What follows belongs to an exercise in optimizing a design on an open flow for small area, a short achievable clock period and few clock cycles per item; a production flow would make more cautious choices. Where RTL was checked, it was by simulation tests only, not by an equivalence proof against the original.

Setup of zinc:
// sab_comp
module sab_comp (
    input  wire         clk,
    input  wire         rst,
    input  wire         start,
    input  wire [1:0]   op,
    input  wire [1:0]   oss,
    input  wire [31:0]  raw,
    input  wire [31:0]  tin,
    input  wire [175:0] cal_a,
    input  wire [191:0] cal_b,
    output wire         done,
    output reg          err,
    output reg  [31:0]  result,
    output reg  [31:0]  tout
);
    wire [15:0] AC1 = cal_a[ 15:  0];
    wire [15:0] AC2 = cal_a[ 31: 16];
    wire [15:0] AC3 = cal_a[ 47: 32];
    wire [15:0] AC4 = cal_a[ 63: 48];
    wire [15:0] AC5 = cal_a[ 79: 64];
    wire [15:0] AC6 = cal_a[ 95: 80];
    wire [15:0] B1  = cal_a[111: 96];
    wire [15:0] B2  = cal_a[127:112];
    wire [15:0] MC  = cal_a[159:144];
    wire [15:0] MD  = cal_a[175:160];
    wire [15:0] T1  = cal_b[ 15:  0];
    wire [15:0] T2  = cal_b[ 31: 16];
    wire [15:0] T3  = cal_b[ 47: 32];
    wire [15:0] P1  = cal_b[ 63: 48];
    wire [15:0] P2  = cal_b[ 79: 64];
    wire [15:0] P3  = cal_b[ 95: 80];
    wire [15:0] P4  = cal_b[111: 96];
    wire [15:0] P5  = cal_b[127:112];
    wire [15:0] P6  = cal_b[143:128];
    wire [15:0] P7  = cal_b[159:144];
    wire [15:0] P8  = cal_b[175:160];
    wire [15:0] P9  = cal_b[191:176];
    function [16:0] s17; input [15:0] x; s17 = {x[15], x}; endfunction
    function [16:0] u17; input [15:0] x; u17 = {1'b0, x}; endfunction
    function [31:0] s32; input [15:0] x; s32 = {{16{x[15]}}, x}; endfunction
    function [31:0] sqw; input [31:0] x; sqw = {x[30:16], 1'b0, x[15:0]}; endfunction
  ...
Size: roughly 360 flip-flops, ~510 I/O pins, ~0.046 mm² of cells after synthesis.
Settings: LEC_CHECK=0, CAP_MARGIN=20, CORE_MARGIN=2, CORE_UTILIZATION=35, SLEW_MARGIN=20; clock period 20.0 ns.
standard.sh (not shown) runs the stock make flow with config.mk's settings and CLKGATE_MAP_FILE= SYNTH_SCRIPT=/design/flow/synth_recipe.tcl, a recipe that flattens the netlist after the stock synthesis.
==> flow/flow/run.sh <==
#!/bin/bash
# The standard layout, with timing repair aiming at a positive setup
# slack margin (the clock and constraints are unchanged).
bash standard.sh SETUP_SLACK_MARGIN=11 finish > standard.log 2>&1
[inputs] quartz vs zinc
==> flow/run.sh (new file) <==
#!/bin/bash
# synth_recipe.tcl (not shown) runs the flow's synth.tcl, then flattens the netlist and writes it again
# the make line also repeats each setting of config.mk as NAME=value (left out here)
make -C /OpenROAD-flow-scripts/flow DESIGN_CONFIG=/design/flow/config.mk WORK_HOME=/design/flow/orfs CLKGATE_MAP_FILE= SYNTH_SCRIPT=/design/flow/synth_recipe.tcl finish
removed: flow/flow/run.sh
removed: flow/standard.sh
Results
quartz has completed all stages; timing, DRC and antenna checks passed. Diff zinc -> quartz: design area shrank by 0.86%, post-cts sizing count shrank by 43, clock network area share held steady, pin slew with the least headroom to its limit grew by 25 ps, cell count held steady. Summary of the comparison: biggest cell delay along the critical path is higher in quartz, relative to zinc. Changes observed in quartz relative to zinc: non-clock buffer count fell by 2.0%, wire length went up, met3 global-route usage roughly the same.
Function was not checked in any run of this note: the RTL went through the layout flow alone.

Setup of branch amber:
sab_comp, a different RTL version from the one above (not shown whole).
Size in the first run: roughly 5300 cells after synthesis.
export LEC_CHECK = 0
export CAP_MARGIN = 20
export CORE_MARGIN = 2
export CORE_UTILIZATION = 35
export SLEW_MARGIN = 20
create_clock -name core_clock -period 20.0 [get_ports {clk}]
==> flow/flow/run.sh <==
#!/bin/bash
# The standard layout: standard.sh runs the ORFS make flow unchanged, with
# two knobs set on its command line: timing repair aims at a positive setup
# slack margin, and the port buffers (every input and output still gets one)
# are buf_2 cells. The clock, the SDC and the rest of the flow are unchanged;
# the tools' output goes to standard.log.
bash standard.sh SETUP_SLACK_MARGIN=13 "BUFFER_PORTS_ARGS=-buffer_cell sky130_fd_sc_hd__buf_2" finish > standard.log 2>&1
branch amber has completed all stages; timing, DRC and antenna checks passed.
Testbench counts of branch amber, summed over its fixed seeds: cycles 29,720, items 1,920.
--- input diff branch amber..branch violet ---
==> flow/run.sh (new file) <==
#!/bin/bash
# synth_recipe.tcl (not shown) runs the flow's synth.tcl, then flattens the netlist and writes it again
# the make line also repeats each setting of config.mk as NAME=value (left out here)
make -C /OpenROAD-flow-scripts/flow DESIGN_CONFIG=/design/flow/config.mk WORK_HOME=/design/flow/orfs CLKGATE_MAP_FILE= SYNTH_SCRIPT=/design/flow/synth_recipe.tcl finish
removed: flow/flow/run.sh
removed: flow/standard.sh
- Every stage of the flow completed for branch violet, and the final layout passed the timing, design-rule and antenna checks.
- branch amber → branch violet: worst slack at placement shrank by 230 ps; count of instances resized after the clock tree is built decreased by 75 relative to the old numbers; unique cell type count in the Yosys netlist comparable.
- Changes observed in branch violet relative to branch amber: maximum clock rate down 15%; area used by sequential logic in the layout dropped about 1%.
- In branch violet, the hold slack came out 14 ps below the value in branch amber.

[static timing again, ports no longer ideal]
The results above use ideal ports. As a check the final layouts listed here were re-extracted and re-timed, cells and wires unchanged. Step 1 (the two cells are an assumption about what drives the block):
set clk [get_ports {clk}]
set_driving_cell -lib_cell sky130_fd_sc_hd__clkbuf_16 $clk
set_driving_cell -lib_cell sky130_fd_sc_hd__buf_2 [delete_from_list [all_inputs] $clk]
Step 2 moves the port delays by t, midway between the first and last clock arrival at a register: inputs arrive t later, outputs are due t later. That takes back most of the time a late clock gives input paths. a / b / c = no drivers / after step 1 / after step 2; a / b = the first two.
run | t, ns | setup slack, ns | worst hold slack (ns) | clock arrival spread, ns
zinc | 0.706 | 11.008 / 11.008 / 10.502 | 0.501 / 0.501 / 0.501 | 0.036 / 0.035
quartz | 0.706 | 7.747 / 7.747 / 7.747 | 0.464 / 0.464 / 0.464 | 0.037 / 0.037
branch amber | 0.671 | 13.061 / 12.930 / 12.258 | 0.462 / 0.462 / 0.462 | 0.027 / 0.027
branch violet | 0.694 | 11.882 / 11.882 / 11.242 | 0.447 / 0.447 / 0.447 | 0.036 / 0.035
After both steps setup and hold are still met in every run listed. The setup slack of branch amber, which loses most, moves by -0.131 ns with the drivers and by -0.803 ns with both steps.
